What follows belongs to an exercise in optimizing a design on an open flow for small area, a short achievable clock period and few clock cycles; a production flow would make more cautious choices.
The RTL was checked by simulation tests, not by an equivalence proof against the original design.
Power and IR drop assume default switching activity.

// bl_engine
module bl_engine (
  input  wire        clk,
  input  wire        rst,
  input  wire        rx_valid,
  input  wire [7:0]  rx_data,
  input  wire        rx_err,
  output wire        rx_ready,
  output wire        tx_valid,
  output wire [7:0]  tx_data,
  input  wire        tx_ready,
  output wire        op_valid,
  output wire [3:0]  op_cmd,
  output wire [31:0] op_addr,
  output wire [15:0] op_wdata,
  input  wire        op_ready,
  input  wire        op_ok,
  input  wire [31:0] op_rdata,
  input  wire        rdp_level,
  output wire        exited
);
For scale: roughly 3300 cells after synthesis, ~1700 flip-flops, ~110 I/O pins, about 47000 sq um of cells after synthesis.
==> flow/config.mk <==
export PLATFORM = sky130hd
export DESIGN_NAME = bl_engine
export DESIGN_NICKNAME = bl_engine
export VERILOG_FILES = /design/flow/design.v
export SDC_FILE = /design/flow/constraint.sdc
export NUM_CORES = 4
export LEC_CHECK = 0
export CAP_MARGIN = 20
export CORE_MARGIN = 2
export CORE_UTILIZATION = 40
export PLACE_DENSITY = 0.6
export SLEW_MARGIN = 20
==> flow/constraint.sdc <==
create_clock -name core_clock -period 10.0 [get_ports {clk}]
set_input_delay 2.0000 -clock core_clock [delete_from_list [all_inputs] [get_ports {clk}]]
set_output_delay 2.0000 -clock core_clock [all_outputs]
set_load 0.01 [all_outputs]
standard.sh (not shown) runs the stock make flow with config.mk's settings and CLKGATE_MAP_FILE= SYNTH_SCRIPT=/design/flow/synth_recipe.tcl, a recipe that flattens the netlist after the stock synthesis.
==> flow/flow/run.sh <==
#!/bin/bash
# The standard layout, with buf_2 port buffers, timing repair aimed at a
# tighter setup target and CTS without dummy loads; each ORFS step logs under
# orfs/logs/, the make output goes to standard.log.
cd "$(dirname "$0")/.."
bash standard.sh BUFFER_PORTS_ARGS="-buffer_cell sky130_fd_sc_hd__buf_2" SETUP_SLACK_MARGIN=7.0 \
  CTS_ARGS="-sink_clustering_enable -repair_clock_nets -dont_use_dummy_load -sink_clustering_size 24 -sink_clustering_max_diameter 80" finish > standard.log 2>&1
Testbench counts at the start, summed over its fixed seeds: cycles 52,366.
Next try:
--- a/flow/flow/run.sh
+++ b/flow/flow/run.sh
@@ -3 +3,2 @@
-# tighter setup target and CTS without dummy loads; each ORFS step logs under
+# tighter setup target and CTS without dummy loads and with larger sink
+# clusters; each ORFS step logs under
CORE_UTILIZATION = 50   (was 40)
PLACE_DENSITY = 0.65   (was 0.6)
Outcome: Critical path depth stays the same. Worst setup slack loses 0.044 ns. Fmax decreases by 1.4%. Core utilization increases by 11 points. Via count increases by 0.41%. Clock power is about the same. Combinational power is about the same. Final area decreases by 0.51%.
Next try:
--- a/flow/flow/run.sh
+++ b/flow/flow/run.sh
@@ -3,2 +3 @@
-# tighter setup target and CTS without dummy loads and with larger sink
-# clusters; each ORFS step logs under
+# tighter setup target and CTS without dummy loads; each ORFS step logs under
@@ -7 +6 @@
-bash standard.sh BUFFER_PORTS_ARGS="-buffer_cell sky130_fd_sc_hd__buf_2" SETUP_SLACK_MARGIN=7.0 \
+bash standard.sh BUFFER_PORTS_ARGS="-buffer_cell sky130_fd_sc_hd__buf_2" SETUP_SLACK_MARGIN=7.3 \
CORE_UTILIZATION = 40   (was 50)
PLACE_DENSITY = 0.6   (was 0.65)
Result: The new run finished clean; utilization came out lower by 9.5 points; design area is higher by a few percent; via count grows by a few percent; hold slack improves by 0.011 ns; worst setup slack degrades by 0.011 ns; synthesized cell count is unchanged; die area climbs by a quarter to a third; maximum frequency falls slightly; routed wire length grows by roughly a tenth.
Next try:
--- a/flow/flow/run.sh
+++ b/flow/flow/run.sh
@@ -3 +3,2 @@
-# tighter setup target and CTS without dummy loads; each ORFS step logs under
+# tighter setup target and CTS without dummy loads and with larger sink
+# clusters; each ORFS step logs under
@@ -6 +7 @@
-bash standard.sh BUFFER_PORTS_ARGS="-buffer_cell sky130_fd_sc_hd__buf_2" SETUP_SLACK_MARGIN=7.3 \
+bash standard.sh BUFFER_PORTS_ARGS="-buffer_cell sky130_fd_sc_hd__buf_2" SETUP_SLACK_MARGIN=6.8 \
Global-route usage drops by 0.64 points.
Worst setup slack loses 0.0032 ns.
Maximum frequency stays flat.
Final area drops by a few percent.
Utilization drops by 1.8 points.
Count of clock-buffer cells in the layout climbs by 1.
Critical path depth stays the same.
Clock power barely changes.
Next try:
==> flow/flow/run.sh (replaced) <==
#!/bin/bash
# The standard layout, with buf_2 port buffers, timing repair aimed at a
# tighter setup target and CTS without dummy loads; each ORFS step logs under
# orfs/logs/, the make output goes to standard.log.
cd "$(dirname "$0")/.."
bash standard.sh BUFFER_PORTS_ARGS="-buffer_cell sky130_fd_sc_hd__buf_2" SETUP_SLACK_MARGIN=6.8 \
  CTS_ARGS="-sink_clustering_enable -repair_clock_nets -dont_use_dummy_load" finish > standard.log 2>&1
The changed run finished clean; wire length is higher by 2.1%; first-iteration DRC count is lower by 7.0%; final area is higher by 4.1%; worst setup slack improved by 0.020 ns.

[what the ideal ports hide]
Ports are ideal in the flow. The routed layouts listed here were re-timed in OpenROAD. Step 1: set_driving_cell puts a clkbuf_16 on clk and a buf_2 on each other input, an assumption about the parent block. Step 2 moves the port delays by t, midway between the first and last clock arrival at a register: inputs arrive t later, outputs are due t later. That takes back most of the time a late clock gives input paths. a / b / c = no drivers / after step 1 / after step 2; a / b = the first two.
| run | shift t [ns] | setup slack, ns | clock arrival spread, ns | slew at the worst register clock pin (ns) | cell pins on the clock port's net |
|---|---|---|---|---|---|
| the first run | 0.709 | 6.845 / 6.774 / 6.352 | 0.089 / 0.089 | 0.10 / 0.10 | 1 |
| the second run | 0.677 | 6.801 / 6.743 / 6.362 | 0.110 / 0.109 | 0.10 / 0.10 | 1 |
| the third run | 0.695 | 6.790 / 6.718 / 6.370 | 0.092 / 0.092 | 0.10 / 0.10 | 1 |
| the fourth run | 0.713 | 6.787 / 6.713 / 6.161 | 0.110 / 0.111 | 0.10 / 0.10 | 1 |
| the fifth run | 0.765 | 6.806 / 6.735 / 6.147 | 0.082 / 0.082 | 0.07 / 0.07 | 1 |
After both steps setup and hold are still met in every run listed. For the fifth run, which loses most, drivers alone change the setup slack by -0.071 ns; drivers and shift together by -0.659 ns.
